Source: an optimization exercise on an open RTL-to-GDS flow (aim: small area and a short achievable clock period). Production flows keep margins and buffers that such runs may drop.
Only simulation tests tie the RTL to the original design; equivalence was not proved.
Power figures rest on the tool's default switching activity, not on a simulated workload.

--- flow/design.v ---
module pipe_cpu (
    input  wire        clk,
    input  wire        rst,
    output wire [31:0] imem_addr,
    input  wire [31:0] imem_rdata,
    input  wire        host_rf_we,
    input  wire [4:0]  host_rf_waddr,
    input  wire [31:0] host_rf_wdata,
    output wire        rf_we,
    output wire [4:0]  rf_waddr,
    output wire [31:0] rf_wdata,
    output wire [31:0] dmem_addr,
    output wire        dmem_re,
    output wire        dmem_we,
    output wire [31:0] dmem_wdata,
    input  wire [31:0] dmem_rdata,
    output wire [31:0] pc,
    output wire [31:0] ifid_instr,
    output wire [31:0] idex_instr,
    output wire [31:0] exmem_instr,
    output wire [31:0] memwb_instr
);
    localparam [5:0] OP_RTYPE = 6'h00;
    localparam [5:0] OP_J     = 6'h02;
    localparam [5:0] OP_BEQ   = 6'h04;
    localparam [5:0] OP_LW    = 6'h23;
    localparam [5:0] OP_SW    = 6'h2B;
    reg [31:2] pc_q;                  
    reg [31:0] ifid_q;
    reg [31:0] idex_q;
    reg [31:0] exmem_q;
    reg [31:0] memwb_q;
    reg [31:0] ifid_a,  ifid_b;
    reg        dsA_ex,  dsB_ex;       
    reg [31:0] idex_a, idex_b;
    reg        xA_ex;                 
    reg        xS_ex;                 
    reg        xB_ex, xB_rf, xB_imm;  
    reg        x_sub;                 
    reg [31:0] exmem_alu;
    reg [31:0] exmem_sd;
    reg        exmem_re, exmem_we;
    reg        exmem_wnz;             
    reg [4:0]  exmem_rd;              
    reg        memwb_wnz;             
    reg [4:0]  memwb_rd;
    reg [31:0] memwb_val;
    wire        bank_we   = rst ? host_rf_we    : memwb_wnz;
    wire [4:0]  bank_wa   = rst ? host_rf_waddr : memwb_rd;
    wire [31:0] bank_wd   = rst ? host_rf_wdata : memwb_val;
    wire [32*32-1:0] bank;
    assign bank[31:0] = 32'd0;
    genvar gi;
    generate
        for (gi = 1; gi < 32; gi = gi + 1) begin : row
            reg [31:0] q;
            always @(posedge clk)
                if (bank_we && bank_wa == gi) q <= bank_wd;
            assign bank[gi*32 +: 32] = q;
        end
    endgenerate
    function automatic [32:0] carry32(input [31:0] a, input [31:0] b, input cin);
        reg [32:0] g, p;
        integer i, d;
        begin
            g = {a & b, cin};
            p = {a | b, 1'b0};
            for (d = 1; d < 33; d = d * 2)
                for (i = 32; i >= d; i = i - 1) begin
                    g[i] = g[i] | (p[i] & g[i-d]);
                    p[i] = p[i] & p[i-d];
                end
            carry32 = g;
        end
    endfunction
    function automatic [29:0] add30p1(input [29:0] a, input [29:0] b);
        reg [30:0] g, p;
        reg [29:0] x;
        integer i, d;
        begin
            x = a ^ b;
            g = {a & b, 1'b1};
            p = {x, 1'b0};
            for (d = 1; d < 31; d = d * 2)
                for (i = 30; i >= d; i = i - 1) begin
                    g[i] = g[i] | (p[i] & g[i-d]);
                    p[i] = p[i] & p[i-d];
                end
            add30p1 = x ^ g[29:0];
        end
    endfunction
    function automatic [29:0] inc30(input [29:0] a);
        reg [29:0] p;
        integer i, d;
        begin
            p = a;
            for (d = 1; d < 30; d = d * 2)
                for (i = 29; i >= d; i = i - 1)
                    p[i] = p[i] & p[i-d];
            inc30 = a ^ {p[28:0], 1'b1};
        end
    endfunction
    function automatic [4:0] dest_of(input [31:0] w);
        dest_of = w[31] ? w[20:16] : w[15:11];
    endfunction
    function automatic writes_of(input [31:0] w);
        writes_of = (w[31:26] == OP_RTYPE) || (w[31:26] == OP_LW);
    endfunction
    wire [4:0] idex_dest  = dest_of(idex_q);
    wire       idex_wr    = writes_of(idex_q);
    wire [31:0] mem_val = exmem_re ? dmem_rdata : exmem_alu;
    wire [4:0] f_rs = imem_rdata[25:21];
    wire [4:0] f_rt = imem_rdata[20:16];
    wire f_exA = idex_wr  && idex_dest  == f_rs && f_rs != 5'd0;
    wire f_exB = idex_wr  && idex_dest  == f_rt && f_rt != 5'd0;
    wire f_mwA = exmem_wnz && exmem_rd == f_rs;
    wire f_mwB = exmem_wnz && exmem_rd == f_rt;
    wire f_wbA = memwb_wnz && memwb_rd == f_rs;
    wire f_wbB = memwb_wnz && memwb_rd == f_rt;
    wire [31:0] f_rsDec = 32'd1 << f_rs;
    wire [31:0] f_rtDec = 32'd1 << f_rt;
    wire [31:0] f_rdA, f_rdB;
    genvar gb, gr;
    generate
        for (gb = 0; gb < 32; gb = gb + 1) begin : rd
            wire [31:1] col;
            for (gr = 1; gr < 32; gr = gr + 1) begin : c
                assign col[gr] = bank[gr*32 + gb];
            end
            pipe_cpu_rd31 ua (.s(f_rsDec[31:1]), .d(col), .y(f_rdA[gb]));
            pipe_cpu_rd31 ub (.s(f_rtDec[31:1]), .d(col), .y(f_rdB[gb]));
        end
    endgenerate
    wire [31:0] f_a = f_mwA ? mem_val : f_wbA ? memwb_val : f_rdA;
    wire [31:0] f_b = f_mwB ? mem_val : f_wbB ? memwb_val : f_rdB;
    wire [5:0]  id_op = ifid_q[31:26];
    wire [4:0]  id_rs = ifid_q[25:21];
    wire [4:0]  id_rt = ifid_q[20:16];
    wire [5:0]  id_fn = ifid_q[5:0];
    wire id_eqRR = (ifid_a == ifid_b);
    wire id_eqXR = (exmem_alu == ifid_b);
    wire id_eqRX = (ifid_a == exmem_alu);
    wire id_equal = dsA_ex ? (dsB_ex | id_eqXR) : (dsB_ex ? id_eqRX : id_eqRR);
    wire [31:2] id_pc4 = inc30(pc_q);
    wire [31:2] id_br  = add30p1(pc_q, {{14{ifid_q[15]}}, ifid_q[15:0]});
    wire [31:2] id_jmp = {id_pc4[31:28], ifid_q[25:0]};
    wire        id_isJ = (id_op == OP_J);
    wire        id_isB = (id_op == OP_BEQ);
    wire [31:2] id_seq = id_isJ ? id_jmp : id_pc4;
    wire [31:2] id_npc = (id_isB && id_equal) ? id_br : id_seq;
    wire d_exA = idex_wr && idex_dest == id_rs && id_rs != 5'd0;
    wire d_exB = idex_wr && idex_dest == id_rt && id_rt != 5'd0;
    wire [31:0] d_a = dsA_ex ? mem_val : ifid_a;
    wire [31:0] d_b = dsB_ex ? mem_val : ifid_b;
    wire d_src = (id_op == OP_LW) || (id_op == OP_SW);
    wire d_sub = (id_op == OP_RTYPE) && (id_fn == 6'h22 || id_fn == 6'h2A);
    wire [31:0] ex_imm = {{16{idex_q[15]}}, idex_q[15:0]};
    wire [31:0] ex_a  = xA_ex ? exmem_alu : idex_a;
    wire [31:0] ex_sd = xS_ex ? exmem_alu : idex_b;
    wire [31:0] ex_bn = ({32{xB_ex}} & (exmem_alu ^ {32{x_sub}})) | ({32{xB_rf}} & idex_b) |
                        ({32{xB_imm}} & ex_imm);
    wire [32:0] ex_c  = carry32(ex_a, ex_bn, x_sub);
    wire [31:0] ex_x  = ex_a ^ ex_bn;
    wire [5:0] ex_op = idex_q[31:26];
    wire [5:0] ex_fn = idex_q[5:0];
    wire ex_rt   = (ex_op == OP_RTYPE);
    wire ex_mem  = ex_op[5];    
    wire ex_selS = ex_mem || (ex_rt && (ex_fn == 6'h20 || ex_fn == 6'h22));
    wire ex_selA = ex_rt && ex_fn == 6'h24;
    wire ex_selO = ex_rt && ex_fn == 6'h25;
    wire ex_selL = ex_rt && ex_fn == 6'h2A;
    wire [31:0] ex_oth = ({32{ex_selA}} & (ex_a & ex_bn)) |
                         ({32{ex_selO}} & (ex_a | ex_bn));
    wire [31:0] ex_r0  = ({32{ex_selS}} &  ex_x) | ex_oth;    
    wire [31:0] ex_r1  = ({32{ex_selS}} & ~ex_x) | ex_oth;    
    wire [31:0] ex_res0 = ex_c[0] ? ex_r1 : ex_r0;
    wire        ex_b0   = ex_c[32] ? ex_res0[0] : (ex_res0[0] | ex_selL);
    wire [31:0] ex_res  = {(ex_r1[31:1] & ex_c[31:1]) | (ex_r0[31:1] & ~ex_c[31:1]), ex_b0};
    assign dmem_addr  = exmem_alu;
    assign dmem_re    = exmem_re;
    assign dmem_we    = exmem_we;
    assign dmem_wdata = exmem_sd;
    assign rf_we    = memwb_wnz;
    assign rf_waddr = memwb_rd;
    assign rf_wdata = memwb_val;
    assign pc          = {pc_q, 2'b00};
    assign imem_addr   = {pc_q, 2'b00};
    assign ifid_instr  = ifid_q;
    assign idex_instr  = idex_q;
    assign exmem_instr = exmem_q;
    assign memwb_instr = memwb_q;
    always @(posedge clk) begin
        ifid_a    <= f_a;
        ifid_b    <= f_b;
        dsA_ex    <= f_exA;
        dsB_ex    <= f_exB;
        idex_a    <= d_a;
        idex_b    <= d_b ^ {32{d_sub}};
        xA_ex     <= d_exA;
        xS_ex     <= d_exB;
        xB_ex     <= d_exB & ~d_src;
        xB_rf     <= ~d_exB & ~d_src;
        xB_imm    <= d_src;
        x_sub     <= d_sub;
        exmem_alu <= ex_res;
        exmem_sd  <= ex_sd;
        memwb_val <= mem_val;
        exmem_rd  <= idex_dest;
        memwb_rd  <= exmem_rd;
    end
    always @(posedge clk) begin
        if (rst) begin
            pc_q     <= 30'd0;
            ifid_q   <= 32'd0;
            idex_q   <= 32'd0;
            exmem_q  <= 32'd0;
            memwb_q  <= 32'd0;
            exmem_re <= 1'b0;
            exmem_we <= 1'b0;
            exmem_wnz <= 1'b0;
            memwb_wnz <= 1'b0;
        end else begin
            pc_q     <= id_npc;
            ifid_q   <= imem_rdata;
            idex_q   <= ifid_q;
            exmem_q  <= idex_q;
            memwb_q  <= exmem_q;
            exmem_re <= (idex_q[31:26] == OP_LW);
            exmem_we <= (idex_q[31:26] == OP_SW);
            exmem_wnz <= idex_wr && idex_dest != 5'd0;
            memwb_wnz <= exmem_wnz;
        end
    end
endmodule
module pipe_cpu_rd31 (
    input  wire [31:1] s,
    input  wire [31:1] d,
    output wire        y
);
    wire [11:0] n;
    genvar g;
    generate
        for (g = 0; g < 10; g = g + 1) begin : grp
            pipe_cpu_aoi222 u (.a1(s[3*g+1]), .b1(d[3*g+1]), .a2(s[3*g+2]), .b2(d[3*g+2]),
                               .a3(s[3*g+3]), .b3(d[3*g+3]), .y(n[g]));
        end
    endgenerate
    assign n[10] = ~(s[31] & d[31]);
    assign n[11] = 1'b1;
    wire [2:0] m;
    pipe_cpu_and4 u0 (.a(n[3:0]),  .y(m[0]));
    pipe_cpu_and4 u1 (.a(n[7:4]),  .y(m[1]));
    pipe_cpu_and4 u2 (.a(n[11:8]), .y(m[2]));
    assign y = ~(&m);
endmodule
module pipe_cpu_and4 (
    input  wire [3:0] a,
    output wire       y
);
    assign y = &a;
endmodule
module pipe_cpu_aoi222 (
    input  wire a1, b1, a2, b2, a3, b3,
    output wire y
);
    assign y = ~((a1 & b1) | (a2 & b2) | (a3 & b3));
endmodule
--- flow/config.mk ---
export PLATFORM = sky130hd
export DESIGN_NAME = pipe_cpu
export DESIGN_NICKNAME = pipe_cpu
export VERILOG_FILES = /design/flow/design.v
export SDC_FILE = /design/flow/constraint.sdc
export NUM_CORES = 4
export LEC_CHECK = 0
export CAP_MARGIN = 20
export CORE_MARGIN = 2
export CORE_UTILIZATION = 40
export SETUP_SLACK_MARGIN = 4.2
export SLEW_MARGIN = 20
export SYNTH_HIERARCHICAL = 1
--- flow/constraint.sdc ---
create_clock -name core_clock -period 7.0 [get_ports {clk}]
set_input_delay 1.4000 -clock core_clock [delete_from_list [all_inputs] [get_ports {clk}]]
set_output_delay 1.4000 -clock core_clock [all_outputs]
set_load 0.01 [all_outputs]
--- flow/standard.sh ---
#!/bin/bash
# synth_recipe.tcl (not shown) runs the flow's synth.tcl, then flattens the netlist and writes it again
# the make line also repeats each setting of config.mk as NAME=value (left out here)
make -C /OpenROAD-flow-scripts/flow DESIGN_CONFIG=/design/flow/config.mk WORK_HOME=/design/flow/orfs CLKGATE_MAP_FILE= SYNTH_SCRIPT=/design/flow/synth_recipe.tcl "${@:-finish}"
--- flow/flow/run.sh ---
#!/bin/bash
# Own layout flow: the standard ORFS flow (standard.sh, unchanged synthesis,
# floorplan, power grid and tap cells), with two placement/CTS choices changed:
#  - the port buffers are buf_2 cells instead of the default pick (a 10 um2
#    delay buffer); every input and output port still gets its own buffer;
#  - CTS does not add dummy loads to the clock tree.
set -euo pipefail
cd "$(dirname "$0")/.."
export BUFFER_PORTS_ARGS="-buffer_cell sky130_fd_sc_hd__buf_2"
export CTS_ARGS="-sink_clustering_enable -repair_clock_nets -dont_use_dummy_load"
bash standard.sh > flow_make.log 2>&1
==> results of run 1 <==
==> synth_stat cells (117+ instances only) <==
library cell / count / area (sq um)
sky130_fd_sc_hd__a21oi_1: 141 / 706
sky130_fd_sc_hd__nor2b_1: 141 / 882
sky130_fd_sc_hd__a222oi_1: 655 / 6560
sky130_fd_sc_hd__o21ai_0: 118 / 591
sky130_fd_sc_hd__nor2_1: 263 / 987
sky130_fd_sc_hd__xnor2_1: 117 / 1020
sky130_fd_sc_hd__xor2_1: 124 / 1090
sky130_fd_sc_hd__dfxtp_1: 404 / 8090
sky130_fd_sc_hd__nand2_1: 214 / 803
sky130_fd_sc_hd__mux2i_1: 173 / 1730
sky130_fd_sc_hd__inv_1: 141 / 529
sky130_fd_sc_hd__and4_1: 198 / 1730
sky130_fd_sc_hd__edfxtp_1: 992 / 29800
==> placed cells by master, fill, tap and decap left out, drive strengths merged, types with 7 or more instances in the layout <==
master / instances
o21ai: 119
nor2b: 141
nand2: 214
or3: 14
buf: 787
xnor2: 117
nor2: 270
a221o: 17
o211ai: 12
a211oi: 8
nand3b: 8
a222oi: 655
mux2i: 173
nor4: 29
nand3: 97
a21oi: 141
nand2b: 18
nand4: 18
a31oi: 10
and3: 9
dfxtp: 404
a21o: 14
mux2: 71
edfxtp: 992
o32ai: 7
a211o: 7
xor2: 124
and4: 198
clkbuf: 162
inv: 141
nor3: 39
diode: 9
conb: 68
o21bai: 8
o22ai: 34
ha: 95
==> cells by family after synthesis <==
logic type / synth area share
flip-flops: 0.628
AND/OR/NAND/NOR: 0.0978
AO/OA/AOI/OAI: 0.152
buffers and inverters: 0.0222
multiplexers: 0.0419
XOR/XNOR: 0.0350
adder cells (fa/ha/maj): 0.0197
other: 0.00404
==> metal layers <==
layer | GRT usage | vias to the layer above
li1 | - | 20000
met1 | 0.387 | 24400
met2 | 0.508 | 4223
met3 | 0.103 | 963
met4 | 0.187 | 6
met5 | 0 | -
==> state kept, by name, indices dropped and copies added, names as in the netlist, 5 cells and up <==
signal     flops
exmem_alu     32
exmem_q       32
exmem_rd       5
exmem_sd      32
idex_a        32
idex_b        32
idex_q        32
ifid_a        32
ifid_b        32
ifid_q        32
memwb_q       32
memwb_rd       5
memwb_val     32
pc_q          30
row.q        992
==> power by group through the flow <==
stage	sequential [W]	combinational, W	clock [W]
6_report	0.00959	0.00266	0.00661
3_5_place_dp	0.00974	0.00215	0
3_3_place_gp	0.00974	0.00212	0
5_1_grt	0.00959	0.00278	0.00693
4_1_cts	0.00957	0.00241	0.00664
2_1_floorplan	0.00957	0.00133	0
==> stage by stage <==
step	area [sq um]	setup slack [ps]	total power [W]	instances
final	75900	3600	0.0189	7317
after global routing	75900	3470	0.0193	7309
after CTS	74000	3650	0.0186	7224
after detailed placement	66100	2520	0.0119	6861
after global placement	66100	2490	0.0119	6861
after floorplan	61800	3790	0.0109	4504
==> per-module statistics from Yosys (local to each module, per instance) <==
| module | cells | cell area [sq um] | copies in the design | flip-flops and latches |
|---|---|---|---|---|
| pipe_cpu_aoi222 | 1 | 10.0 | 640 | 0 |
| pipe_cpu | 3477 | 51500 | 1 | 1396 |
| pipe_cpu_and4 | 1 | 8.76 | 192 | 0 |
| pipe_cpu_rd31 | 3 | 12.5 | 64 | 0 |
==> worst register-to-register path: cells and delay by family (launching register included) <==
family | cells | cell delay [ps]
compound gates | 7 | 1330
buf+inv | 5 | 660
simple gates | 2 | 570
flops | 1 | 350
fa+ha+maj | 1 | 300
xor+xnor | 1 | 130
==> how the worst max path moves through the flow <==
stage | from | endpoint | slack, ps | cells after the start
floorplan | imem_rdata[23] | ifid_a[0] | 3790 | 9
global placement | imem_rdata[17] | ifid_b[26] | 2490 | 9
detailed placement | imem_rdata[17] | ifid_b[26] | 2520 | 9
CTS | xB_ex | exmem_alu[24] | 3650 | 12
global route | x_sub | exmem_alu[28] | 3470 | 17
finish | x_sub | exmem_alu[24] | 3600 | 16
==> final cells by class <==
type	instances	area, sq um
Fill cell	12600	73800
Sequential cell	1396	38300
Multi-Input combinational cell	2801	23600
Timing Repair Buffer	809	7280
Clock buffer	145	3630
Tap cell	2016	2520
Inverter	141	529
Antenna cell	9	22.5
==> timing repair <==
action                      CTS  global route
cloned                       26            18
setup endpoints to repair  1250           431
resized for setup           551           241
pin swaps                   159           203
setup buffers               192            65
==> flow_summary.json, run 1 <==
{
  "synthToLayoutAreaGrowth_pct": 25.8,
  "met2_length_mm": 116,
  "power_frac_comb": 0.141,
  "timing.critical_path.mode_cell": "sky130_fd_sc_hd__buf_4",
  "share_of_cells_above_drive_strength_1": 0.296,
  "design.core.area_sq_um": 150000,
  "avgViaCountPerCell": 6.78,
  "timing.critical_path.cells": "buf_12 -> buf_8 -> buf_4 -> xor2_1 -> a222oi_1 -> ha_2 -> inv_2 -> a21oi_2 -> o31ai_4 -> a31oi_4 -> a31oi_2 -> o22ai_2 -> buf_4 -> o2111ai_4 -> or4b_1 -> nand3_1",
  "finalMaxSlewViolations": 0,
  "syn_area_sq_um": 60400,
  "tns_ps": 0,
  "critical_path_class": "flip-flop to flip-flop",
  "power_density_over_the_cells_nw_per_um2": 248,
  "proportion_of_total_power_due_to_net_switching": 0.265,
  "final_antenna_net_count": 0,
  "timing.final.hold_violations": 0,
  "die_width_microns": 392,
  "finClkSkew_ps": 84.6,
  "vias_in_the_first_global_route": 45900,
  "synth-warning-count": 7,
  "max_freq_ghz": 0.294,
  "drt_first_iter_violations": 10600,
  "detail_route.wirelength_mm": 264,
  "dieArea_sq_um": 154000,
  "vias": 49600,
  "worst_setup_path_end_kind": "flip-flop",
  "first_pass_iters": 14,
  "edff_count_synth": 992,
  "htree_num_levels": 4,
  "grt_antenna_before_repair": 12,
  "floorplan.io_pins": 400,
  "critPathMaxStageDelay_ps": 480,
  "met3_length_mm": 37.8,
  "hold_worst_slack_ps": 400,
  "route.layer.met1.wl_mm": 88.9,
  "layout_worst_path_cycle_share": 0.486,
  "grt_setup_unrepaired": "yes",
  "timing.max_cap.violations": 0,
  "route.detailed.drc": 0,
  "worst_r2r_path_depth": 16,
  "place.port_buffers": 395,
  "power.net_switching_w": 0.00501,
  "share_seq_of_total_power": 0.509,
  "synth-main-ff-cell": "sky130_fd_sc_hd__edfxtp_1",
  "reg2reg_setup_slack_ps": 3600,
  "count_of_state_elements_after_synthesis": 1396,
  "crit_path_max_fanout": 8,
  "min_path_type": "flip-flop to flip-flop",
  "vdd_drop_max_mv": 0.189,
  "die_extent_in_y_microns": 392,
  "cts.sink_count": 1396,
  "worst_setup_start_kind": "flip-flop",
  "clk-insertion-delay-late_ps": 800,
  "num_rows": 142,
  "cts_hold_buf": 0,
  "min-delay-start": "exmem_rd[1]",
  "clockPowerShare": 0.351,
  "cp_delay_by_family_top": "compound AO/OA/AOI/OAI gates",
  "gr-total-overflow": 0,
  "final.min_clock_period_ps": 3400,
  "whs_path_depth": 0,
  "fin_util": 0.507,
  "crit_arrival_ps": 4100,
  "netlist-cell-type-count": 70,
  "yosysSeqAreaShare": 0.628,
  "status": "complete, no violations",
  "holdPathEnd": "memwb_rd[1]",
  "syn-mean-instance-area_sq_um": 13.4,
  "least_margin_pin_slew_ps": 1070,
  "r2r_start": "x_sub",
  "pin_count_of_the_biggest_net_entering_global_routing": 85,
  "tritoncts.num_buffers": 145,
  "finish.net_count": 5493,
  "finalSetupViolCount": 0,
  "critical_path.n_buffers_inverters": 5,
  "gr_usage_total": 0.322,
  "critPathRequiredTime_ps": 7700,
  "timing.rr.end": "exmem_alu[24]",
  "clock-root-buffer": "sky130_fd_sc_hd__clkbuf_16",
  "initial_standard_cell_utilization_of_the_core": 0.403,
  "synth_cells": 4501,
  "maxUsedRoutingLayer": "met5",
  "asyncSetResetFlopFracSynth": 0,
  "leakagePower_nw": 26.4,
  "tritoncts": "yes",
  "detailedPlacementHpwl_mm": 156,
  "critical_path.slowest_cell": "sky130_fd_sc_hd__or4b_1",
  "wl_per_cell_microns": 36.1,
  "slew_headroom": 0.264,
  "globalplace.congestion": 0.927,
  "cts.path.max_buffers": 3,
  "cell_internal_pwr_w": 0.0139,
  "grt_first_pass_wirelength_mm": 351,
  "clk_pin_slew_worst_paths_ps": 50
}
==> run 2, diff against run 1 <==
--- a/flow/design.v
+++ b/flow/design.v
@@ -137,17 +137,33 @@
     wire [4:0]  id_rs = ifid_q[25:21];
     wire [4:0]  id_rt = ifid_q[20:16];
     wire [5:0]  id_fn = ifid_q[5:0];
-    wire id_eqRR = (ifid_a == ifid_b);
-    wire id_eqXR = (exmem_alu == ifid_b);
-    wire id_eqRX = (ifid_a == exmem_alu);
+    wire id_eqRR, id_eqXR, id_eqRX;
+    pipe_cpu_eq32 u_eqRR (.a(ifid_a),    .b(ifid_b),    .y(id_eqRR));
+    pipe_cpu_eq32 u_eqXR (.a(exmem_alu), .b(ifid_b),    .y(id_eqXR));
+    pipe_cpu_eq32 u_eqRX (.a(ifid_a),    .b(exmem_alu), .y(id_eqRX));
     wire id_equal = dsA_ex ? (dsB_ex | id_eqXR) : (dsB_ex ? id_eqRX : id_eqRR);
     wire [31:2] id_pc4 = inc30(pc_q);
-    wire [31:2] id_br  = add30p1(pc_q, {{14{ifid_q[15]}}, ifid_q[15:0]});
+    wire [29:0] id_bimm = {{14{ifid_q[15]}}, ifid_q[15:0]};
+    wire [32:0] id_bc;
+    pipe_cpu_carry33 u_bcarry (.a({2'b00, pc_q}), .b({2'b00, id_bimm}), .cin(1'b1), .c(id_bc));
+    wire [31:2] id_bx  = pc_q ^ id_bimm;
     wire [31:2] id_jmp = {id_pc4[31:28], ifid_q[25:0]};
     wire        id_isJ = (id_op == OP_J);
     wire        id_isB = (id_op == OP_BEQ);
     wire [31:2] id_seq = id_isJ ? id_jmp : id_pc4;
-    wire [31:2] id_npc = (id_isB && id_equal) ? id_br : id_seq;
+    wire        id_take = id_isB && id_equal;
+    wire [31:2] id_npc;
+    genvar gp;
+    generate
+        for (gp = 2; gp < 32; gp = gp + 1) begin : npc
+            wire br, r0, r1, sq;
+            assign r0 = ~rst & id_bx[gp];
+            assign r1 = ~rst & ~id_bx[gp];
+            assign sq = ~rst & id_seq[gp];
+            pipe_cpu_mux2 ub (.s(id_bc[gp-2]), .a0(r0), .a1(r1), .y(br));
+            pipe_cpu_mux2 un (.s(id_take), .a0(sq), .a1(br), .y(id_npc[gp]));
+        end
+    endgenerate
     wire d_exA = idex_wr && idex_dest == id_rs && id_rs != 5'd0;
     wire d_exB = idex_wr && idex_dest == id_rt && id_rt != 5'd0;
     wire [31:0] d_a = dsA_ex ? mem_val : ifid_a;
@@ -159,7 +175,8 @@
     wire [31:0] ex_sd = xS_ex ? exmem_alu : idex_b;
     wire [31:0] ex_bn = ({32{xB_ex}} & (exmem_alu ^ {32{x_sub}})) | ({32{xB_rf}} & idex_b) |
                         ({32{xB_imm}} & ex_imm);
-    wire [32:0] ex_c  = carry32(ex_a, ex_bn, x_sub);
+    wire [32:0] ex_c;
+    pipe_cpu_carry33 u_carry (.a(ex_a), .b(ex_bn), .cin(x_sub), .c(ex_c));
     wire [31:0] ex_x  = ex_a ^ ex_bn;
     wire [5:0] ex_op = idex_q[31:26];
     wire [5:0] ex_fn = idex_q[5:0];
@@ -174,8 +191,16 @@
     wire [31:0] ex_r0  = ({32{ex_selS}} &  ex_x) | ex_oth;    
     wire [31:0] ex_r1  = ({32{ex_selS}} & ~ex_x) | ex_oth;    
     wire [31:0] ex_res0 = ex_c[0] ? ex_r1 : ex_r0;
-    wire        ex_b0   = ex_c[32] ? ex_res0[0] : (ex_res0[0] | ex_selL);
-    wire [31:0] ex_res  = {(ex_r1[31:1] & ex_c[31:1]) | (ex_r0[31:1] & ~ex_c[31:1]), ex_b0};
+    wire        ex_b0;
+    pipe_cpu_mux2 u_b0 (.s(ex_c[32]), .a0(ex_res0[0] | ex_selL), .a1(ex_res0[0]), .y(ex_b0));
+    wire [31:1] ex_rh;
+    genvar gm;
+    generate
+        for (gm = 1; gm < 32; gm = gm + 1) begin : csel
+            pipe_cpu_mux2 u (.s(ex_c[gm]), .a0(ex_r0[gm]), .a1(ex_r1[gm]), .y(ex_rh[gm]));
+        end
+    endgenerate
+    wire [31:0] ex_res  = {ex_rh, ex_b0};
     assign dmem_addr  = exmem_alu;
     assign dmem_re    = exmem_re;
     assign dmem_we    = exmem_we;
@@ -202,6 +227,7 @@
         xB_rf     <= ~d_exB & ~d_src;
         xB_imm    <= d_src;
         x_sub     <= d_sub;
+        pc_q      <= id_npc;
         exmem_alu <= ex_res;
         exmem_sd  <= ex_sd;
         memwb_val <= mem_val;
@@ -210,7 +236,6 @@
     end
     always @(posedge clk) begin
         if (rst) begin
-            pc_q     <= 30'd0;
             ifid_q   <= 32'd0;
             idex_q   <= 32'd0;
             exmem_q  <= 32'd0;
@@ -220,7 +245,6 @@
             exmem_wnz <= 1'b0;
             memwb_wnz <= 1'b0;
         end else begin
-            pc_q     <= id_npc;
             ifid_q   <= imem_rdata;
             idex_q   <= ifid_q;
             exmem_q  <= idex_q;
@@ -237,7 +261,7 @@
     input  wire [31:1] d,
     output wire        y
 );
-    wire [11:0] n;
+    wire [10:0] n;
     genvar g;
     generate
         for (g = 0; g < 10; g = g + 1) begin : grp
@@ -246,13 +270,18 @@
         end
     endgenerate
     assign n[10] = ~(s[31] & d[31]);
-    assign n[11] = 1'b1;
     wire [2:0] m;
     pipe_cpu_and4 u0 (.a(n[3:0]),  .y(m[0]));
     pipe_cpu_and4 u1 (.a(n[7:4]),  .y(m[1]));
-    pipe_cpu_and4 u2 (.a(n[11:8]), .y(m[2]));
+    pipe_cpu_and3 u2 (.a(n[10:8]), .y(m[2]));
     assign y = ~(&m);
 endmodule
+module pipe_cpu_and3 (
+    input  wire [2:0] a,
+    output wire       y
+);
+    assign y = &a;
+endmodule
 module pipe_cpu_and4 (
     input  wire [3:0] a,
     output wire       y
@@ -265,3 +294,99 @@
 );
     assign y = ~((a1 & b1) | (a2 & b2) | (a3 & b3));
 endmodule
+module pipe_cpu_carry33 (
+    input  wire [31:0] a,
+    input  wire [31:0] b,
+    input  wire        cin,
+    output wire [32:0] c
+);
+    wire [32:0] gn0, pn0;
+    assign gn0[0] = ~cin;
+    assign pn0[0] = 1'b1;
+    genvar i;
+    generate
+        for (i = 0; i < 32; i = i + 1) begin : l0
+            pipe_cpu_nand2 ug (.a(a[i]), .b(b[i]), .y(gn0[i+1]));
+            pipe_cpu_nor2  up (.a(a[i]), .b(b[i]), .y(pn0[i+1]));
+        end
+        wire [32:0] g1, p1;
+        for (i = 0; i < 33; i = i + 1) begin : l1
+            if (i >= 1) begin : n
+                pipe_cpu_oai21 ug (.a(gn0[i]), .b(pn0[i]), .c(gn0[i-1]), .y(g1[i]));
+                pipe_cpu_nor2  up (.a(pn0[i]), .b(pn0[i-1]), .y(p1[i]));
+            end else begin : w
+                pipe_cpu_inv   ug (.a(gn0[i]), .y(g1[i]));
+                assign p1[i] = 1'b0;
+            end
+        end
+        wire [32:0] gn2, pn2;
+        for (i = 0; i < 33; i = i + 1) begin : l2
+            if (i >= 2) begin : n
+                pipe_cpu_aoi21 ug (.a(g1[i]), .b(p1[i]), .c(g1[i-2]), .y(gn2[i]));
+                pipe_cpu_nand2 up (.a(p1[i]), .b(p1[i-2]), .y(pn2[i]));
+            end else begin : w
+                pipe_cpu_inv   ug (.a(g1[i]), .y(gn2[i]));
+                assign pn2[i] = 1'b1;
+            end
+        end
+        wire [32:0] g3, p3;
+        for (i = 0; i < 33; i = i + 1) begin : l3
+            if (i >= 4) begin : n
+                pipe_cpu_oai21 ug (.a(gn2[i]), .b(pn2[i]), .c(gn2[i-4]), .y(g3[i]));
+                pipe_cpu_nor2  up (.a(pn2[i]), .b(pn2[i-4]), .y(p3[i]));
+            end else begin : w
+                pipe_cpu_inv   ug (.a(gn2[i]), .y(g3[i]));
+                assign p3[i] = 1'b0;
+            end
+        end
+        wire [32:0] gn4, pn4;
+        for (i = 0; i < 33; i = i + 1) begin : l4
+            if (i >= 8) begin : n
+                pipe_cpu_aoi21 ug (.a(g3[i]), .b(p3[i]), .c(g3[i-8]), .y(gn4[i]));
+                pipe_cpu_nand2 up (.a(p3[i]), .b(p3[i-8]), .y(pn4[i]));
+            end else begin : w
+                pipe_cpu_inv   ug (.a(g3[i]), .y(gn4[i]));
+                assign pn4[i] = 1'b1;
+            end
+        end
+        wire [32:0] g5, p5;
+        for (i = 0; i < 33; i = i + 1) begin : l5
+            if (i >= 16) begin : n
+                pipe_cpu_oai21 ug (.a(gn4[i]), .b(pn4[i]), .c(gn4[i-16]), .y(g5[i]));
+                if (i == 32) begin : pp
+                    pipe_cpu_nor2  up (.a(pn4[i]), .b(pn4[i-16]), .y(p5[i]));
+                end else begin : np
+                    assign p5[i] = 1'b0;
+                end
+            end else begin : w
+                pipe_cpu_inv   ug (.a(gn4[i]), .y(g5[i]));
+                assign p5[i] = 1'b0;
+            end
+        end
+        wire cn6;
+        pipe_cpu_aoi21 uc (.a(g5[32]), .b(p5[32]), .c(g5[0]), .y(cn6));
+        pipe_cpu_inv   uo (.a(cn6), .y(c[32]));
+        assign c[31:0] = g5[31:0];
+    endgenerate
+endmodule
+module pipe_cpu_nand2 (input wire a, b, output wire y);
+    assign y = ~(a & b);
+endmodule
+module pipe_cpu_nor2 (input wire a, b, output wire y);
+    assign y = ~(a | b);
+endmodule
+module pipe_cpu_inv (input wire a, output wire y);
+    assign y = ~a;
+endmodule
+module pipe_cpu_aoi21 (input wire a, b, c, output wire y);
+    assign y = ~(a | (b & c));
+endmodule
+module pipe_cpu_oai21 (input wire a, b, c, output wire y);
+    assign y = ~(a & (b | c));
+endmodule
+module pipe_cpu_mux2 (input wire s, a0, a1, output wire y);
+    assign y = s ? a1 : a0;
+endmodule
+module pipe_cpu_eq32 (input wire [31:0] a, input wire [31:0] b, output wire y);
+    assign y = (a == b);
+endmodule
==> flow_summary.json, run 2 <==
{
  "finalSetupViolCount": 0,
  "cp_delay_by_family_top": "compound AO/OA/AOI/OAI gates",
  "place_inst": 7409,
  "initial_standard_cell_utilization_of_the_core": 0.402,
  "timing.critical_path.cells": "buf_12 -> mux2i_1 -> inv_1 -> nor2_2 -> o21ai_2 -> a21oi_2 -> o21ai_2 -> a21oi_2 -> o21ai_2 -> a21oi_2 -> inv_1 -> mux2_4",
  "route.detailed.drc": 0,
  "fin_cells": 7843,
  "grt_antenna_before_repair": 17,
  "gr_usage_total": 0.325,
  "synth_cells": 5082,
  "place.port_buffers": 395,
  "slew_headroom": 0.290,
  "avgViaCountPerCell": 6.78,
  "final_antenna_net_count": 0,
  "critical_path_class": "flip-flop to flip-flop",
  "number_of_flip_flops_in_the_largest_register": 992,
  "timing.max_cap.violations": 0,
  "cts_hold_buf": 0,
  "critical_path.slowest_cell": "sky130_fd_sc_hd__mux2i_1",
  "dieArea_sq_um": 162000,
  "wl_per_cell_microns": 34.9,
  "tritoncts.num_buffers": 144,
  "vias": 53200,
  "met2_length_mm": 122,
  "worst_setup_start_kind": "flip-flop",
  "vias_in_the_first_global_route": 50300,
  "worst_setup_path_end_kind": "flip-flop",
  "drt_first_iter_violations": 10700,
  "grt_setup_unrepaired": "yes",
  "synth-warning-count": 7,
  "floorplan.io_pins": 400,
  "cts.sink_count": 1396,
  "critical_path.n_buffers_inverters": 3,
  "least_margin_pin_slew_ps": 1070,
  "met3_length_mm": 36.7,
  "synthToLayoutAreaGrowth_pct": 20.9,
  "design.core.area_sq_um": 158000,
  "htree_num_levels": 4,
  "detailedPlacementHpwl_mm": 170,
  "clk_pin_slew_worst_paths_ps": 60,
  "maxUsedRoutingLayer": "met5",
  "detail_route.wirelength_mm": 274,
  "clk-insertion-delay-late_ps": 800,
  "pin_count_of_the_biggest_net_entering_global_routing": 111,
  "leakagePower_nw": 26.7,
  "gr-total-overflow": 0,
  "syn_area_sq_um": 63400,
  "finalMaxSlewViolations": 0,
  "tns_ps": 0,
  "share_of_cells_above_drive_strength_1": 0.290,
  "route.layer.met1.wl_mm": 93.0,
  "power_density_over_the_cells_nw_per_um2": 256,
  "layout_common_cells": "sky130_fd_sc_hd__edfxtp_1, sky130_fd_sc_hd__a222oi_1, sky130_fd_sc_hd__nand2_1",
  "crit_arrival_ps": 3580,
  "timing.final.hold_violations": 0,
  "critPathMaxStageDelay_ps": 500,
  "vdd_drop_max_mv": 0.261,
  "globalplace.congestion": 1.02,
  "largest-register": "row.q",
  "grt_first_pass_wirelength_mm": 377,
  "tritoncts": "yes",
  "final.min_clock_period_ps": 2900,
  "finish.net_count": 5931,
  "syn-mean-instance-area_sq_um": 12.5,
  "crit_path_max_fanout": 32,
  "die_width_microns": 402,
  "critPathRequiredTime_ps": 7680,
  "status": "complete, no violations",
  "first_pass_iters": 17,
  "layout_worst_path_cycle_share": 0.415,
  "finClkSkew_ps": 85.2,
  "clock-root-buffer": "sky130_fd_sc_hd__clkbuf_16",
  "num_rows": 146,
  "cts.path.max_buffers": 3,
  "max_freq_ghz": 0.345,
  "final_common_cell": "sky130_fd_sc_hd__edfxtp_1",
  "min_path_type": "flip-flop to flip-flop",
  "die_extent_in_y_microns": 402
}
-- run 2: changes by cell type in the layout (fill, tap and decap cells not counted), moves of 58 or more --
| cell | change |
|---|---|
| sky130_fd_sc_hd__a21oi_2 | +89 |
| sky130_fd_sc_hd__and4_1 | -58 |
| sky130_fd_sc_hd__o21ai_1 | +112 |
| sky130_fd_sc_hd__or3_1 | +65 |
| sky130_fd_sc_hd__conb_1 | -63 |
| sky130_fd_sc_hd__mux2i_1 | -80 |
| sky130_fd_sc_hd__nor2_1 | +69 |
| sky130_fd_sc_hd__nand2_1 | +183 |
| sky130_fd_sc_hd__mux2_4 | +95 |
| sky130_fd_sc_hd__a21oi_1 | -81 |
| sky130_fd_sc_hd__a31oi_1 | +59 |
-- run 2: cell type report --
type / count / area (sq um)
clock buffer: 144 / 3600
fill: 13800 / 81100
timing repair buffer: 781 / 6190
inverter: 194 / 728
tap: 2072 / 2590
multi-input combinational: 3245 / 25200
antenna: 11 / 27.5
sequential: 1396 / 38400
-- run 2: path summary, 6_finish.rpt --
kind	start	endpoint	slack, ps	cells past startpoint
setup / recovery	xA_ex	exmem_alu[0]	4100	12
hold / removal	exmem_rd[4]	memwb_rd[4]	380	0
setup reg to reg	xA_ex	exmem_alu[0]	4100	12
hold reg to reg	exmem_rd[4]	memwb_rd[4]	380	0
-- run 2: report_power, final --
group | leakage (nW) | switching [W] | internal [W]
clock network | 1.77 | 0.00299 | 0.00360
registers | 12.5 | 0.000470 | 0.00930
logic | 12.5 | 0.00211 | 0.00118
-- run 2: per-stage QoR --
step	power, W	worst slack [ps]	util	area (sq um)	hold slack, ps
floorplan	0.0115	3820	-	64600	375
global placement	0.0126	2480	0.434	68500	381
detailed placement	0.0127	2430	0.434	68500	384
CTS	0.0194	3810	0.480	75800	387
global route	0.0201	4050	0.486	76700	392
finish	0.0196	4100	0.486	76700	385
-- run 2: timing repair --
| item | 4_1_cts | 5_1_grt |
|---|---|---|
| pin swaps | 94 | 110 |
| resized for setup | 462 | 187 |
| endpoints found under the setup margin | 1419 | 387 |
| setup buffers | 219 | 33 |
| cloned | 25 | 2 |
-- run 2: routing by layer --
metal / GRT usage / vias to the layer above
met5: 0 / -
met4: 0.210 / 6
met3: 0.0897 / 1053
met2: 0.510 / 4590
li1: - / 21700
met1: 0.392 / 25800
==> run 3, diff against run 2 <==
==> flow/flow/run.sh (replaced) <==
#!/bin/bash
# Own layout flow: the standard ORFS flow (standard.sh, unchanged synthesis,
# floorplan, power grid and tap cells), with placement/CTS choices changed:
#  - the port buffers are buf_2 cells instead of the default pick (a 10 um2
#    delay buffer); every input and output port still gets its own buffer;
#  - CTS adds no dummy loads and clusters up to 25 flip-flops per leaf buffer.
set -euo pipefail
cd "$(dirname "$0")/.."
export BUFFER_PORTS_ARGS="-buffer_cell sky130_fd_sc_hd__buf_2"
export CTS_ARGS="-sink_clustering_enable -repair_clock_nets -dont_use_dummy_load -sink_clustering_size 25 -sink_clustering_max_diameter 100"
bash standard.sh > flow_make.log 2>&1
==> flow_summary.json, run 3 <==
{
  "crit_path_max_fanout": 13,
  "share_of_cells_above_drive_strength_1": 0.276,
  "fill_cells": 13900,
  "cts_hold_buf": 0,
  "syn_area_sq_um": 63400,
  "critical_path.slowest_cell": "sky130_fd_sc_hd__and4_2",
  "syn-mean-instance-area_sq_um": 12.5,
  "vdd_drop_max_mv": 0.170,
  "finish.net_count": 5853,
  "tns_ps": 0,
  "synthToLayoutAreaGrowth_pct": 18.1,
  "gr_usage_total": 0.319,
  "cell_internal_pwr_w": 0.0122,
  "place.port_buffers": 395,
  "grt_first_pass_wirelength_mm": 371,
  "layout_worst_path_cycle_share": 0.416,
  "hold_worst_slack_ps": 393,
  "die_extent_in_y_microns": 402,
  "first_pass_iters": 15,
  "finalMaxSlewViolations": 0,
  "status": "complete, no violations",
  "gr-total-overflow": 0,
  "vias": 52700,
  "cts.path.max_buffers": 3,
  "clk-insertion-delay-late_ps": 720,
  "design.core.area_sq_um": 158000,
  "max_freq_ghz": 0.344,
  "totalPowerFinal_w": 0.0174,
  "worst_setup_start_kind": "primary input",
  "share_seq_of_total_power": 0.564,
  "wl_per_cell_microns": 35.0,
  "finalSetupViolCount": 0,
  "grt.met3_usage": 0.0867,
  "drt_first_iter_violations": 11100,
  "power.net_switching_w": 0.00516,
  "largest-register": "row.q",
  "clockPowerShare": 0.251,
  "proportion_of_total_power_due_to_net_switching": 0.297,
  "final_common_cell": "sky130_fd_sc_hd__edfxtp_1",
  "initial_standard_cell_utilization_of_the_core": 0.402,
  "num_rows": 146,
  "critical_path_class": "primary input to flip-flop",
  "finClkSkew_ps": 84.8,
  "gr-usage-met2": 0.500,
  "floorplan.io_pins": 400,
  "crit_arrival_ps": 3420,
  "least_margin_pin_slew_ps": 1050,
  "timing.max_cap.violations": 0,
  "critPathMaxStageDelay_ps": 380,
  "tritoncts.num_buffers": 69,
  "grt_antenna_before_repair": 22,
  "number_of_flip_flops_in_the_largest_register": 992,
  "worst_setup_path_end_kind": "flip-flop",
  "timing.final.hold_violations": 0,
  "layout_common_cells": "sky130_fd_sc_hd__edfxtp_1, sky130_fd_sc_hd__a222oi_1, sky130_fd_sc_hd__nand2_1",
  "pin_count_of_the_biggest_net_entering_global_routing": 111,
  "clock-root-buffer": "sky130_fd_sc_hd__clkbuf_16",
  "vias_in_the_first_global_route": 48900,
  "reg2reg_setup_slack_ps": 4150,
  "detailedPlacementHpwl_mm": 170,
  "globalplace.congestion": 1.02,
  "grt_busiest_layer": "met2",
  "die_width_microns": 402,
  "timing.critical_path.cells": "buf_16 -> nand3b_1 -> buf_12 -> nor2_4 -> buf_4 -> clkbuf_16 -> a222oi_1 -> and4_2 -> nand3_1 -> o21ai_1 -> a31oi_1",
  "power_frac_comb": 0.185,
  "power_density_over_the_cells_nw_per_um2": 232,
  "final.min_clock_period_ps": 2910,
  "slew_headroom": 0.301,
  "synth-warning-count": 7,
  "min_path_type": "flip-flop to flip-flop",
  "leakagePower_nw": 25.8,
  "tritoncts": "yes",
  "route.detailed.drc": 0,
  "cts.sink_count": 1396,
  "final_antenna_net_count": 0,
  "critPathRequiredTime_ps": 7510,
  "dieArea_sq_um": 162000,
  "htree_num_levels": 3,
  "avgViaCountPerCell": 6.79,
  "clk_pin_slew_worst_paths_ps": 100,
  "detail_route.wirelength_mm": 272,
  "global_route.usage.met1": 0.392,
  "synth_cells": 5082,
  "grt_setup_unrepaired": "yes"
}
-- run 3: cell type report --
| cell class | instances | area, sq um | share of cell area |
|---|---|---|---|
| Multi-Input combinational cell | 3245 | 25200 | 0.337 |
| Timing Repair Buffer | 778 | 6410 | 0.0856 |
| Sequential cell | 1396 | 38200 | 0.510 |
| Clock buffer | 69 | 1730 | 0.0231 |
| Inverter | 194 | 728 | 0.00972 |
| Antenna cell | 12 | 30.0 | 0.000401 |
| Tap cell | 2072 | 2590 | 0.0346 |
-- run 3: worst paths after layout --
| path | startpoint | end | cells after the start |
|---|---|---|---|
| setup / recovery | imem_rdata[25] | ifid_a[16] | 11 |
| hold / removal | exmem_rd[4] | memwb_rd[4] | 0 |
| setup reg to reg | x_sub | exmem_alu[0] | 13 |
| hold reg to reg | exmem_rd[4] | memwb_rd[4] | 0 |
-- run 3: worst max-delay path, delay by kind of cell --
| kind | cells | cell delay (ps) |
|---|---|---|
| simple gates | 4 | 780 |
| buf+inv | 4 | 620 |
| compound gates | 3 | 570 |
-- run 3: per-layer routing --
layer  vias up  wire length, microns
li1      21600                     -
met1     25800                 94700
met2      4403                121000
met3       979                 35400
met4        12                 21000
met5         -                   159
-- run 3: through the flow --
step | instance area, sq um | cells | utilization | worst slack [ps]
global route | 74900 | 7757 | 0.474 | 4060
global placement | 68500 | 7409 | 0.434 | 2480
detailed placement | 68500 | 7409 | 0.434 | 2430
finish | 74900 | 7766 | 0.474 | 4090
floorplan | 64600 | 5085 | - | 3820
CTS | 73400 | 7674 | 0.465 | 4090
-- run 3: power groups by stage --
stage	clock, W	sequential, W	combinational, W
finish	0.00437	0.00980	0.00322
global placement	0	0.00995	0.00270
global route	0.00464	0.00981	0.00339
CTS	0.00437	0.00977	0.00299
detailed placement	0	0.00994	0.00273
floorplan	0	0.00971	0.00181
-- run 3: timing repair --
action | in CTS | in global routing
buffers inserted | 173 | 73
pin swaps | 102 | 123
resized for setup | 418 | 203
setup endpoints to repair | 1423 | 380
cloned | 23 | 7
==> run 4, diff against run 3 <==
--- a/flow/design.v
+++ b/flow/design.v
@@ -119,7 +119,7 @@
     wire f_wbB = memwb_wnz && memwb_rd == f_rt;
     wire [31:0] f_rsDec = 32'd1 << f_rs;
     wire [31:0] f_rtDec = 32'd1 << f_rt;
-    wire [31:0] f_rdA, f_rdB;
+    wire [31:0] f_mA0, f_mA1, f_mA2, f_mB0, f_mB1, f_mB2;
     genvar gb, gr;
     generate
         for (gb = 0; gb < 32; gb = gb + 1) begin : rd
@@ -127,12 +127,24 @@
             for (gr = 1; gr < 32; gr = gr + 1) begin : c
                 assign col[gr] = bank[gr*32 + gb];
             end
-            pipe_cpu_rd31 ua (.s(f_rsDec[31:1]), .d(col), .y(f_rdA[gb]));
-            pipe_cpu_rd31 ub (.s(f_rtDec[31:1]), .d(col), .y(f_rdB[gb]));
+            pipe_cpu_rd31 ua (.s(f_rsDec[31:1]), .d(col), .m({f_mA2[gb], f_mA1[gb], f_mA0[gb]}));
+            pipe_cpu_rd31 ub (.s(f_rtDec[31:1]), .d(col), .m({f_mB2[gb], f_mB1[gb], f_mB0[gb]}));
+        end
+    endgenerate
+    wire        f_bypA = f_mwA | f_wbA;
+    wire        f_bypB = f_mwB | f_wbB;
+    wire [31:0] f_xA = ~(({32{f_mwA}} & mem_val) | ({32{f_wbA & ~f_mwA}} & memwb_val));
+    wire [31:0] f_xB = ~(({32{f_mwB}} & mem_val) | ({32{f_wbB & ~f_mwB}} & memwb_val));
+    wire [31:0] f_a, f_b;
+    generate
+        for (gb = 0; gb < 32; gb = gb + 1) begin : rdo
+            wire oa, ob;
+            pipe_cpu_a31o  ua (.a(f_mA0[gb]), .b(f_mA1[gb]), .c(f_mA2[gb]), .d(f_bypA), .y(oa));
+            pipe_cpu_nand2 na (.a(oa), .b(f_xA[gb]), .y(f_a[gb]));
+            pipe_cpu_a31o  ub (.a(f_mB0[gb]), .b(f_mB1[gb]), .c(f_mB2[gb]), .d(f_bypB), .y(ob));
+            pipe_cpu_nand2 nb (.a(ob), .b(f_xB[gb]), .y(f_b[gb]));
         end
     endgenerate
-    wire [31:0] f_a = f_mwA ? mem_val : f_wbA ? memwb_val : f_rdA;
-    wire [31:0] f_b = f_mwB ? mem_val : f_wbB ? memwb_val : f_rdB;
     wire [5:0]  id_op = ifid_q[31:26];
     wire [4:0]  id_rs = ifid_q[25:21];
     wire [4:0]  id_rt = ifid_q[20:16];
@@ -259,7 +271,7 @@
 module pipe_cpu_rd31 (
     input  wire [31:1] s,
     input  wire [31:1] d,
-    output wire        y
+    output wire [2:0]  m       
 );
     wire [10:0] n;
     genvar g;
@@ -270,11 +282,9 @@
         end
     endgenerate
     assign n[10] = ~(s[31] & d[31]);
-    wire [2:0] m;
     pipe_cpu_and4 u0 (.a(n[3:0]),  .y(m[0]));
     pipe_cpu_and4 u1 (.a(n[7:4]),  .y(m[1]));
     pipe_cpu_and3 u2 (.a(n[10:8]), .y(m[2]));
-    assign y = ~(&m);
 endmodule
 module pipe_cpu_and3 (
     input  wire [2:0] a,
@@ -390,3 +400,6 @@
 module pipe_cpu_eq32 (input wire [31:0] a, input wire [31:0] b, output wire y);
     assign y = (a == b);
 endmodule
+module pipe_cpu_a31o (input wire a, b, c, d, output wire y);
+    assign y = (a & b & c) | d;
+endmodule
==> flow_summary.json, run 4 <==
{
  "r2r_start": "idex_q[15]",
  "finalMaxSlewViolations": 0,
  "layout_common_cells": "sky130_fd_sc_hd__edfxtp_1, sky130_fd_sc_hd__a222oi_1, sky130_fd_sc_hd__nand2_1",
  "avgViaCountPerCell": 6.78,
  "detailedPlacementHpwl_mm": 167,
  "timing.final.hold_violations": 0,
  "timing.max_cap.violations": 0,
  "critical_path_class": "primary input to flip-flop",
  "critPathMaxStageDelay_ps": 420,
  "route.detailed.drc": 0,
  "preCtsSetupSlack_ps": 2470,
  "slew_headroom": 0.276,
  "critPathRequiredTime_ps": 7600,
  "number_of_flip_flops_in_the_largest_register": 992,
  "clock-root-buffer": "sky130_fd_sc_hd__clkbuf_16",
  "max_freq_ghz": 0.343,
  "die_width_microns": 401,
  "final.min_clock_period_ps": 2910,
  "finClkSkew_ps": 93.8,
  "cts.sink_count": 1396,
  "finish.net_count": 5640,
  "fin_cells": 7538,
  "clk_pin_slew_worst_paths_ps": 110,
  "share_seq_of_total_power": 0.566,
  "proportion_of_total_power_due_to_net_switching": 0.297,
  "htree_num_levels": 3,
  "power.net_switching_w": 0.00511,
  "grt.met3_usage": 0.103,
  "min_path_type": "flip-flop to flip-flop",
  "placedInstanceArea_sq_um": 68000,
  "detail_route.wirelength_mm": 268,
  "dieArea_sq_um": 161000,
  "floorplan.io_pins": 400,
  "tritoncts.num_buffers": 69,
  "cell_internal_pwr_w": 0.0121,
  "global_route.usage.met1": 0.396,
  "fin_util": 0.471,
  "timing.critical_path.mode_cell": "sky130_fd_sc_hd__buf_4",
  "cts_hold_buf": 0,
  "syn_area_sq_um": 63000,
  "grt_busiest_layer": "met2",
  "syn-mean-instance-area_sq_um": 12.8,
  "vias_in_the_first_global_route": 47400,
  "layout_worst_path_cycle_share": 0.416,
  "min-delay-start": "exmem_rd[2]",
  "initial_standard_cell_utilization_of_the_core": 0.403,
  "synth_cells": 4906,
  "vdd_drop_max_mv": 0.159,
  "grt_antenna_before_repair": 21,
  "die_extent_in_y_microns": 401,
  "gr-total-overflow": 0,
  "place.port_buffers": 395,
  "power_density_over_the_cells_nw_per_um2": 234,
  "fill_cells": 13800,
  "worst_setup_path_end_kind": "flip-flop",
  "critical_path.slowest_cell": "sky130_fd_sc_hd__a222oi_1",
  "least_margin_pin_slew_ps": 1090,
  "design.core.area_sq_um": 156000,
  "synthToLayoutAreaGrowth_pct": 16.9,
  "timing.critical_path.cells": "buf_6 -> nand2b_4 -> buf_4 -> buf_4 -> nor2_4 -> buf_4 -> a222oi_1 -> and3_2 -> a31o_1 -> nand2_1",
  "synth-warning-count": 7,
  "tns_ps": 0,
  "finalSetupViolCount": 0,
  "drt_first_iter_violations": 10700,
  "design_area_sq_um": 73600,
  "crit_arrival_ps": 3520,
  "final_common_cell": "sky130_fd_sc_hd__edfxtp_1",
  "vias": 51100,
  "tritoncts": "yes",
  "wl_per_cell_microns": 35.5,
  "clk-insertion-delay-late_ps": 730,
  "setup_slack_ps": 4090,
  "share_of_cells_above_drive_strength_1": 0.266,
  "reg2reg_setup_slack_ps": 4170,
  "gr-usage-met2": 0.493,
  "worst_setup_start_kind": "primary input",
  "largest-register": "row.q",
  "grt_first_pass_wirelength_mm": 366,
  "crit_path_max_fanout": 9,
  "cts.path.max_buffers": 3,
  "gr_usage_total": 0.317,
  "grt_setup_unrepaired": "yes",
  "final_antenna_net_count": 0,
  "leakagePower_nw": 25.4,
  "first_pass_iters": 13,
  "critical_path.startpoint": "imem_rdata[16]",
  "num_rows": 145,
  "pin_count_of_the_biggest_net_entering_global_routing": 104,
  "clockPowerShare": 0.255,
  "power_frac_comb": 0.179,
  "status": "complete, no violations",
  "place_inst": 7234,
  "globalplace.congestion": 0.974
}
run 4: path summary, 6_finish.rpt:
check | end | cells past startpoint
max | ifid_b[1] | 10
min | memwb_rd[2] | 0
max reg2reg | exmem_alu[28] | 9
min reg2reg | memwb_rd[2] | 0
run 4: stage by stage:
stage               power, W  hold slack, ps
floorplan             0.0115             373
global placement      0.0126             393
detailed placement    0.0126             384
CTS                   0.0170             399
global route          0.0177             410
finish                0.0172             403
run 4: cell type report:
type	count	area, sq um	area share
clock buffer	69	1730	0.0234
tap	2058	2570	0.0350
sequential	1396	38200	0.519
inverter	190	726	0.00986
antenna	11	27.5	0.000374
multi-input combinational	3109	24800	0.337
timing repair buffer	705	5530	0.0752
run 4: worst max-delay path, delay by kind of cell:
family          cells  cell delay, ps
buf+inv             4             780
simple gates        4             700
compound gates      2             600
run 4: power groups by stage:
stage / Combinational [W] / Sequential (W) / Clock (W)
final: 0.00309 / 0.00974 / 0.00439
after global routing: 0.00325 / 0.00975 / 0.00466
after CTS: 0.00290 / 0.00972 / 0.00439
after detailed placement: 0.00269 / 0.00990 / 0
after global placement: 0.00266 / 0.00990 / 0
after floorplan: 0.00176 / 0.00972 / 0
run 4: metal layers:
layer | share of wire | wire length (microns) | vias up
li1 | - | - | 20900
met1 | 0.35 | 94300 | 25200
met2 | 0.44 | 118000 | 4194
met3 | 0.14 | 37800 | 825
met4 | 0.066 | 17800 | 12
met5 | 0.00041 | 109 | -
run 4: timing repair:
item	CTS	global route
endpoints found under the setup margin	1162	274
gates cloned	28	2
gates resized for setup	364	139
buffers inserted	154	40
pin swaps	79	52
==> run 5, diff against run 4 <==
--- a/flow/design.v
+++ b/flow/design.v
@@ -45,8 +45,9 @@
     reg        memwb_wnz;             
     reg [4:0]  memwb_rd;
     reg [31:0] memwb_val;
-    wire        bank_we   = rst ? host_rf_we    : memwb_wnz;
-    wire [4:0]  bank_wa   = rst ? host_rf_waddr : memwb_rd;
+    wire [31:0] host_dec  = {31'd0, host_rf_we} << host_rf_waddr;
+    wire [31:0] wb_dec    = {31'd0, memwb_wnz}  << memwb_rd;
+    wire [31:1] bank_en   = rst ? host_dec[31:1] : wb_dec[31:1];
     wire [31:0] bank_wd   = rst ? host_rf_wdata : memwb_val;
     wire [32*32-1:0] bank;
     assign bank[31:0] = 32'd0;
@@ -55,7 +56,7 @@
         for (gi = 1; gi < 32; gi = gi + 1) begin : row
             reg [31:0] q;
             always @(posedge clk)
-                if (bank_we && bank_wa == gi) q <= bank_wd;
+                if (bank_en[gi]) q <= bank_wd;
             assign bank[gi*32 +: 32] = q;
         end
     endgenerate
@@ -163,14 +164,14 @@
     wire        id_isJ = (id_op == OP_J);
     wire        id_isB = (id_op == OP_BEQ);
     wire [31:2] id_seq = id_isJ ? id_jmp : id_pc4;
-    wire        id_take = id_isB && id_equal;
+    wire        id_take = id_isB && id_equal && !rst;
     wire [31:2] id_npc;
     genvar gp;
     generate
         for (gp = 2; gp < 32; gp = gp + 1) begin : npc
             wire br, r0, r1, sq;
-            assign r0 = ~rst & id_bx[gp];
-            assign r1 = ~rst & ~id_bx[gp];
+            assign r0 = id_bx[gp];
+            assign r1 = ~id_bx[gp];
             assign sq = ~rst & id_seq[gp];
             pipe_cpu_mux2 ub (.s(id_bc[gp-2]), .a0(r0), .a1(r1), .y(br));
             pipe_cpu_mux2 un (.s(id_take), .a0(sq), .a1(br), .y(id_npc[gp]));
==> flow_summary.json, run 5 <==
{
  "gr-total-overflow": 0,
  "initial_standard_cell_utilization_of_the_core": 0.402,
  "finClkSkew_ps": 115,
  "gr_usage_total": 0.312,
  "number_of_flip_flops_in_the_largest_register": 992,
  "worst_r2r_path_depth": 10,
  "pin_count_of_the_biggest_net_entering_global_routing": 96,
  "cts_hold_buf": 0,
  "finalSetupViolCount": 0,
  "avgViaCountPerCell": 6.76,
  "worst_setup_start_kind": "primary input",
  "layout_common_cells": "sky130_fd_sc_hd__edfxtp_1, sky130_fd_sc_hd__a222oi_1, sky130_fd_sc_hd__nand2_1",
  "die_width_microns": 400,
  "critical_path_class": "primary input to flip-flop",
  "vias_in_the_first_global_route": 46700,
  "dieArea_sq_um": 160000,
  "final.min_clock_period_ps": 2860,
  "tritoncts.num_buffers": 69,
  "path_depth": 9,
  "fin_cells": 7455,
  "syn_area_sq_um": 62800,
  "largest-register": "row.q",
  "crit_path_max_fanout": 21,
  "vias": 50400,
  "cts.sink_count": 1396,
  "finish.net_count": 5558,
  "floorplan.io_pins": 400,
  "cp_delay_by_family_top": "simple AND/OR/NAND/NOR gates",
  "max_freq_ghz": 0.350,
  "final_common_cell": "sky130_fd_sc_hd__edfxtp_1",
  "syn-mean-instance-area_sq_um": 12.9,
  "num_rows": 145,
  "crit_arrival_ps": 3450,
  "r2r_start": "ifid_b[28]",
  "die_extent_in_y_microns": 400,
  "power_density_over_the_cells_nw_per_um2": 234,
  "clk_pin_slew_worst_paths_ps": 100,
  "placedInstanceArea_sq_um": 68200,
  "timing.critical_path.mode_cell": "sky130_fd_sc_hd__buf_12",
  "status": "complete, no violations",
  "first_pass_iters": 13,
  "leakagePower_nw": 25.3,
  "reg2reg_setup_slack_ps": 4230,
  "layout_worst_path_cycle_share": 0.408,
  "critical_path.slowest_cell": "sky130_fd_sc_hd__and4_1",
  "route.detailed.drc": 0,
  "synth-warning-count": 7,
  "synthToLayoutAreaGrowth_pct": 16.3,
  "detail_route.wirelength_mm": 263,
  "grt_antenna_before_repair": 15,
  "design_area_sq_um": 73000,
  "globalplace.congestion": 0.940,
  "fin_util": 0.468,
  "min_path_type": "flip-flop to flip-flop",
  "place.port_buffers": 395,
  "vdd_drop_max_mv": 0.168,
  "timing.critical_path.cells": "buf_8 -> or3_4 -> buf_12 -> nor2_4 -> buf_12 -> a222oi_1 -> and4_1 -> a31o_1 -> nand2_1",
  "timing.rr.end": "pc_q[4]",
  "critical_path.startpoint": "imem_rdata[16]",
  "synth_cells": 4884,
  "place_inst": 7226,
  "worst_setup_path_end_kind": "flip-flop",
  "timing.max_cap.violations": 0,
  "clock-root-buffer": "sky130_fd_sc_hd__clkbuf_16",
  "detailedPlacementHpwl_mm": 166,
  "design.core.area_sq_um": 156000,
  "final_antenna_net_count": 0,
  "tritoncts": "yes",
  "cts.path.max_buffers": 3,
  "slew_headroom": 0.240,
  "drt_first_iter_violations": 10000,
  "timing.final.hold_violations": 0,
  "critPathRequiredTime_ps": 7590,
  "grt_setup_unrepaired": "yes",
  "min-delay-start": "exmem_rd[1]",
  "critPathMaxStageDelay_ps": 470,
  "least_margin_pin_slew_ps": 1110,
  "totalPowerFinal_w": 0.0171,
  "share_of_cells_above_drive_strength_1": 0.263,
  "clk-insertion-delay-late_ps": 720,
  "finalMaxSlewViolations": 0,
  "htree_num_levels": 3,
  "critical_path.n_buffers_inverters": 3,
  "critPathCapture": "ifid_b[0]",
  "tns_ps": 0,
  "wl_per_cell_microns": 35.3,
  "grt_first_pass_wirelength_mm": 355
}
==> run 5: changes by cell type in the layout (fill, tap and decap cells not counted), sizes merged, moves of 25 or more <==
cell   previous run  this run
buf             698       646
nor2            380       303
o22ai             0        31
and2             41        11
inv             190       215
==> run 5: what timing repair did <==
item                       4_1_cts  5_1_grt
pin swaps                       58       87
buffers inserted                94       38
gates cloned                    10        8
setup endpoints to repair     1376      159
gates resized for setup        353      187
==> run 5: worst min path at each step <==
stage                              to  slack [ps]  cells after the start
after floorplan           memwb_rd[0]         370                      0
after global placement    memwb_rd[1]         390                      0
after detailed placement  memwb_rd[4]         390                      0
after CTS                 memwb_rd[0]         400                      0
after global routing      memwb_rd[0]         400                      0
final                     memwb_rd[1]         400                      0
==> run 5: metal layers <==
layer / vias to the layer above / global-route usage / share of wire
li1: 20800 / - / -
met1: 24800 / 0.387 / 0.35
met2: 4054 / 0.491 / 0.45
met3: 790 / 0.0883 / 0.14
met4: 8 / 0.167 / 0.066
met5: - / 0 / 0.00017
==> run 5: final cells by class <==
cell class / instances / area [sq um]
well taps: 2058 / 2570
inverters: 216 / 816
repair buffers: 656 / 5180
multi-input cells: 3050 / 24500
diodes: 10 / 25.0
flip-flops and latches: 1396 / 38200
clock buffers: 69 / 1730
fillers: 13800 / 83000
==> run 5: worst reg2reg max path: cells and delay by family, from the launching register on <==
family | cells | cell delay, ps
AND/OR/NAND/NOR | 4 | 1100
multiplexers | 2 | 420
flip-flops | 1 | 390
buffers and inverters | 2 | 290
AO/OA/AOI/OAI | 1 | 180
XOR/XNOR | 1 | 170
==> run 5: power by group <==
part / internal, W / switching, W / leakage, nW
registers: 0.00929 / 0.000508 / 12.5
logic: 0.00104 / 0.00189 / 11.9
clock network: 0.00177 / 0.00259 / 0.850
==> run 5: per-stage QoR <==
stage	worst slack, ps	hold WS, ps
after global routing	4150	403
after detailed placement	2350	387
final	4140	401
after global placement	2400	391
after floorplan	3450	373
after CTS	4190	396
==> run 6, diff against run 5 <==
--- a/flow/config.mk
+++ b/flow/config.mk
@@ -8,6 +8,7 @@
 export CAP_MARGIN = 20
 export CORE_MARGIN = 2
 export CORE_UTILIZATION = 40
+export PLACE_DENSITY = 0.75
 export SETUP_SLACK_MARGIN = 4.2
 export SLEW_MARGIN = 20
 export SYNTH_HIERARCHICAL = 1
==> flow_summary.json, run 6 <==
{
  "hold_worst_slack_ps": 394,
  "cts.sink_count": 1396,
  "worst_setup_path_end_kind": "flip-flop",
  "critPathRequiredTime_ps": 7610,
  "detailedPlacementHpwl_mm": 161,
  "clk_pin_slew_worst_paths_ps": 100,
  "min-delay-start": "exmem_rd[1]",
  "gr_usage_total": 0.309,
  "synth-warning-count": 7,
  "grt_antenna_before_repair": 19,
  "tritoncts": "yes",
  "floorplan.io_pins": 400,
  "gr-total-overflow": 0,
  "die_width_microns": 400,
  "dieArea_sq_um": 160000,
  "cts_hold_buf": 0,
  "htree_num_levels": 3,
  "vias_in_the_first_global_route": 48600,
  "min_path_type": "flip-flop to flip-flop",
  "r2r_start": "ifid_b[7]",
  "initial_standard_cell_utilization_of_the_core": 0.402,
  "placedInstanceArea_sq_um": 67900,
  "leakagePower_nw": 25.2,
  "clock-root-buffer": "sky130_fd_sc_hd__clkbuf_16",
  "first_pass_iters": 22,
  "final.min_clock_period_ps": 3390,
  "clk-insertion-delay-late_ps": 710,
  "finish.net_count": 5579,
  "finalSetupViolCount": 0,
  "wl_per_cell_microns": 35.3,
  "preCtsSetupSlack_ps": 2360,
  "layout_worst_path_cycle_share": 0.484,
  "critical_path.startpoint": "imem_rdata[22]",
  "number_of_flip_flops_in_the_largest_register": 992,
  "place.port_buffers": 395,
  "worst_setup_start_kind": "primary input",
  "final_common_cell": "sky130_fd_sc_hd__edfxtp_1",
  "pin_count_of_the_biggest_net_entering_global_routing": 96,
  "vias": 52600,
  "critical_path_class": "primary input to flip-flop",
  "max_freq_ghz": 0.295,
  "cts.path.max_buffers": 3,
  "finClkSkew_ps": 80.8,
  "design_area_sq_um": 72900,
  "setup_slack_ps": 3610,
  "layout_common_cells": "sky130_fd_sc_hd__edfxtp_1, sky130_fd_sc_hd__a222oi_1, sky130_fd_sc_hd__nand2_1",
  "detail_route.wirelength_mm": 264,
  "vdd_drop_max_mv": 0.195,
  "globalplace.congestion": 1.03,
  "grt_setup_unrepaired": "yes",
  "route.detailed.drc": 0,
  "syn_area_sq_um": 62800,
  "totalPowerFinal_w": 0.0170,
  "syn-mean-instance-area_sq_um": 12.9,
  "final_antenna_net_count": 0,
  "num_rows": 145,
  "least_margin_pin_slew_ps": 1300,
  "largest-register": "row.q",
  "drt_first_iter_violations": 12600,
  "share_of_cells_above_drive_strength_1": 0.251,
  "die_extent_in_y_microns": 400,
  "tns_ps": 0,
  "synth_cells": 4884,
  "status": "complete, no violations",
  "crit_path_max_fanout": 16,
  "slew_headroom": 0.109,
  "timing.final.hold_violations": 0,
  "avgViaCountPerCell": 7.03,
  "crit_arrival_ps": 4000,
  "grt_first_pass_wirelength_mm": 354,
  "power_density_over_the_cells_nw_per_um2": 233,
  "design.core.area_sq_um": 156000,
  "synthToLayoutAreaGrowth_pct": 16.1,
  "tritoncts.num_buffers": 68,
  "finalMaxSlewViolations": 0,
  "timing.max_cap.violations": 0
}
[run 6: routing by layer]
layer  vias up  GRT usage  wire, microns
met2      5346      0.454         109000
met1     25100      0.370          84900
li1      20800          -              -
met4        14      0.213          24000
met5         -     0.0185            651
met3      1321      0.122          45000
[run 6: area by class of cell]
cell class	instances	area, sq um
antenna	13	32.5
clock buffer	68	1700
fill	13500	83100
inverter	216	816
multi-input combinational	3067	24500
sequential	1396	38200
tap	2058	2570
timing repair buffer	661	5100
[run 6: critical path, stage by stage]
cell and delay (ps):
sky130_fd_sc_hd__buf_6 160, sky130_fd_sc_hd__nand2b_1 170, sky130_fd_sc_hd__buf_12 230, sky130_fd_sc_hd__nor2_4 70, sky130_fd_sc_hd__buf_12 180, sky130_fd_sc_hd__a222oi_1 1110, sky130_fd_sc_hd__and4_4 440, sky130_fd_sc_hd__a31o_1 150
sky130_fd_sc_hd__nand2_1 50
[run 6: path summary, 6_finish.rpt]
| check | to | slack (ps) | cells past startpoint |
|---|---|---|---|
| setup / recovery | ifid_a[31] | 3610 | 9 |
| hold / removal | memwb_rd[1] | 390 | 0 |
| setup reg to reg | pc_q[20] | 4110 | 10 |
| hold reg to reg | memwb_rd[1] | 390 | 0 |
[run 6: repair_timing]
| item | in CTS | in global routing |
|---|---|---|
| gates cloned | 25 | 9 |
| pin swaps | 63 | 49 |
| hold endpoints to repair | 0 | 0 |
| gates resized for setup | 299 | 139 |
| buffers inserted | 109 | 47 |
| setup endpoints to repair | 2101 | 411 |
[run 6: power breakdown]
part / internal, W / switching, W / total, W
clock: 0.00175 / 0.00255 / 0.00430
sequential: 0.00928 / 0.000518 / 0.00980
combinational: 0.00102 / 0.00191 / 0.00292
[run 6: stage by stage]
| step | utilization | instances |
|---|---|---|
| 2_1_floorplan | - | 4887 |
| 3_3_place_gp | 0.435 | 7208 |
| 3_5_place_dp | 0.435 | 7208 |
| 4_1_cts | 0.461 | 7410 |
| 5_1_grt | 0.467 | 7469 |
| 6_report | 0.467 | 7479 |

Setup slack of run 6, layout unchanged: 3.614 ns with ideal ports, 3.574 ns with driving cells assumed (clock clkbuf_16, inputs buf_2), 2.821 ns with port delays also shifted by the 0.754 ns mid clock arrival.
